Source: an optimization exercise on an open RTL-to-GDS flow (aim: a short achievable clock period). Production flows keep margins and buffers that such runs may drop.
Where RTL was checked, it was by simulation tests only, not by an equivalence proof against the original.

## rd_dds
module rd_dds (
  input  wire        clk,
  input  wire        rst,           
  input  wire [31:0] cmd,
  input  wire        cmd_valid,
  output wire        cmd_ready,
  input  wire        tick,
  input  wire        dial_active,
  input  wire        pulse,
  input  wire        db_release,
  input  wire        sf_inhibit,
  input  wire [1:0]  map_policy,
  output wire [7:0]  sample,
  output wire        out_en,
  output wire        busy,
  output wire [4:0]  digit,
  output wire        digit_valid,
  output wire        sf_arm,
  output wire        sf_cancel
);
  rd_dds_engine u_engine (
    .clk(clk), .rst(rst),
    .cmd(cmd), .cmd_valid(cmd_valid), .cmd_ready(cmd_ready),
    .tick(tick),
    .sample(sample), .out_en(out_en), .busy(busy)
  );
  rd_dds_decoder u_decoder (
    .clk(clk), .rst(rst),
    .dial_active(dial_active), .pulse(pulse), .db_release(db_release),
    .sf_inhibit(sf_inhibit), .map_policy(map_policy),
    .digit(digit), .digit_valid(digit_valid),
    .sf_arm(sf_arm), .sf_cancel(sf_cancel)
  );
endmodule
Size in the first run: ~6,100 cells after synthesis, about 61 I/O pins.
Settings: LEC_CHECK=0, ABC_CLOCK_PERIOD_IN_PS=1500, CAP_MARGIN=20, CORE_MARGIN=2, CORE_UTILIZATION=35, PLACE_DENSITY=0.55, SETUP_SLACK_MARGIN=4.5, SLEW_MARGIN=20; clock period 7.0 ns.
run.sh (not shown) runs the stock make flow with config.mk's settings and CLKGATE_MAP_FILE= SYNTH_SCRIPT=/design/flow/synth_recipe.tcl, a recipe that flattens the netlist after the stock synthesis.
The starting point completed with no timing, DRC or antenna violations.
Then changed:
--- a/flow/design.v
+++ b/flow/design.v
@@ -221,44 +221,42 @@
         last_fin <= (lo == 4'd1) && hi_is1 && (more == 2'd0);
         last_chg <= (lo == 4'd1) && hi_is1 && (more != 2'd0);
         chg2     <= ((lo == 4'd1) || (lo == 4'd2)) && hi_is1 && (more != 2'd0);
       end
     end
   end
   always @(posedge clk) begin
     hi_m1  <= hi - 16'd1;
     hi_is1 <= (hi == 16'd1);
   end
   reg        v1, v2, v3;
-  reg [7:0]  slot, slot1, slot2, wslot;
+  reg [7:0]  slot, slot1, wslot;
   reg [5:0]  pa01, pa23, pa45, pb01, pb23, pb45;
   reg [5:0]  qa, qa45, qb, qb45, ra_m, rb_m;
   wire [5:0] ka6 = k1a[5:0];
   wire [5:0] kb6 = k1b[5:0];
   always @(posedge clk) begin
     if (rst) begin
       v1    <= 1'b0;
       v2    <= 1'b0;
       v3    <= 1'b0;
       slot  <= 8'd0;
       slot1 <= 8'd0;
-      slot2 <= 8'd0;
       wslot <= 8'd0;
     end else begin
       v1    <= fresh && busy_q;
       v2    <= v1;
       v3    <= v2;
       slot  <= {slot[6:0], v3};
       slot1 <= slot;
-      slot2 <= slot1;
-      wslot <= slot2;
+      wslot <= slot1;
     end
   end
   always @(posedge clk) begin
     pa01 <= (dur6[0] ? ka6 : 6'd0) + (dur6[1] ? {ka6[4:0], 1'b0} : 6'd0);
     pa23 <= (dur6[2] ? {ka6[3:0], 2'b0} : 6'd0) + (dur6[3] ? {ka6[2:0], 3'b0} : 6'd0);
     pa45 <= (dur6[4] ? {ka6[1:0], 4'b0} : 6'd0) + (dur6[5] ? {ka6[0], 5'b0} : 6'd0);
     pb01 <= (dur6[0] ? kb6 : 6'd0) + (dur6[1] ? {kb6[4:0], 1'b0} : 6'd0);
     pb23 <= (dur6[2] ? {kb6[3:0], 2'b0} : 6'd0) + (dur6[3] ? {kb6[2:0], 3'b0} : 6'd0);
     pb45 <= (dur6[4] ? {kb6[1:0], 4'b0} : 6'd0) + (dur6[5] ? {kb6[0], 5'b0} : 6'd0);
     qa   <= pa01 + pa23;
     qa45 <= pa45;
@@ -309,38 +307,29 @@
     cq2  <= ca2;
     cq3  <= ca3;
     cqb0 <= cb0;
     cqb1 <= cb1;
     ua0 <= pa + cq0;
     ua1 <= pa + cq1;
     ua2 <= pa + cq2;
     ua3 <= pa + cq3;
     ub0 <= pb + cqb0;
     ub1 <= pb + cqb1;
   end
-  wire [6:0] la0, la1, la2, la3, lb0, lb1;
-  reg  [6:0] ta0, ta1, ta2, ta3, tb0, tb1;
-  rd_dds_sine   u_la0 (.idx(ua0[9:3]), .amp(la0));
-  rd_dds_sine   u_la1 (.idx(ua1[9:3]), .amp(la1));
-  rd_dds_sine   u_la2 (.idx(ua2[9:3]), .amp(la2));
-  rd_dds_sine   u_la3 (.idx(ua3[9:3]), .amp(la3));
-  rd_dds_sine34 u_lb0 (.idx(ub0[9:3]), .amp(lb0));
-  rd_dds_sine34 u_lb1 (.idx(ub1[9:3]), .amp(lb1));
-  always @(posedge clk) begin
-    ta0 <= la0;
-    ta1 <= la1;
-    ta2 <= la2;
-    ta3 <= la3;
-    tb0 <= lb0;
-    tb1 <= lb1;
-  end
+  wire [6:0] ta0, ta1, ta2, ta3, tb0, tb1;
+  rd_dds_sine   u_la0 (.idx(ua0[9:3]), .amp(ta0));
+  rd_dds_sine   u_la1 (.idx(ua1[9:3]), .amp(ta1));
+  rd_dds_sine   u_la2 (.idx(ua2[9:3]), .amp(ta2));
+  rd_dds_sine   u_la3 (.idx(ua3[9:3]), .amp(ta3));
+  rd_dds_sine34 u_lb0 (.idx(ub0[9:3]), .amp(tb0));
+  rd_dds_sine34 u_lb1 (.idx(ub1[9:3]), .amp(tb1));
   always @(posedge clk) begin
     for (j = 0; j < 8; j = j + 1) begin
       if (wslot[j]) begin
         if (j < 7) begin
           cra[7*j +: 7]  <= ta0;
           cr2a[7*j +: 7] <= ta2;
         end
         if (j < 6) begin
           cra[7*(7+j) +: 7]  <= ta1;
           cr2a[7*(7+j) +: 7] <= ta3;
         end
After rerunning:
- clock skew is lower by 0.010 ns
- area after synthesis fell slightly
- wire length goes up by a little under a tenth
- count of clock-buffer cells in the layout rises by 4
- final area is higher by a few percent
- final cell count climbs by a few percent
- non-clock buffer count came out higher by 93
- maximum frequency went up slightly
- sequential share of layout area came out lower by 2.0 points
- setup slack gets better by 0.043 ns
- synthesized cell count grows by a few percent
- global-route usage rose by 1.9 points
For the first run of this note, only the layout was checked, not whether the RTL still works.

port drivers added, routing unchanged:
How much do the figures lean on ideal ports? The routed layouts below were timed once more, with nothing changed but the port constraints. Step 1: set_driving_cell puts a clkbuf_16 on clk and a buf_2 on each other input, an assumption about the parent block. Step 2, shift: input delay + t, output delay - t, t = (earliest + latest rising clock arrival at the registers) / 2. This alone moves slack from input paths to output paths. Three values: ideal ports, drivers, drivers and shift; two values: the first two.
run | t, ns | setup slack, ns | hold WS [ns] | worst data-port slew with drivers (ns)
the first run | 0.783 | 4.353 / 4.273 / 3.490 | 0.300 / 0.300 / 0.300 | 0.17
the second run | 0.792 | 4.396 / 4.307 / 3.641 | 0.323 / 0.323 / 0.323 | 0.15
After both steps every run listed still meets setup and hold. For the first run, which loses most, drivers alone change the setup slack by -0.080 ns; drivers and shift together by -0.863 ns.
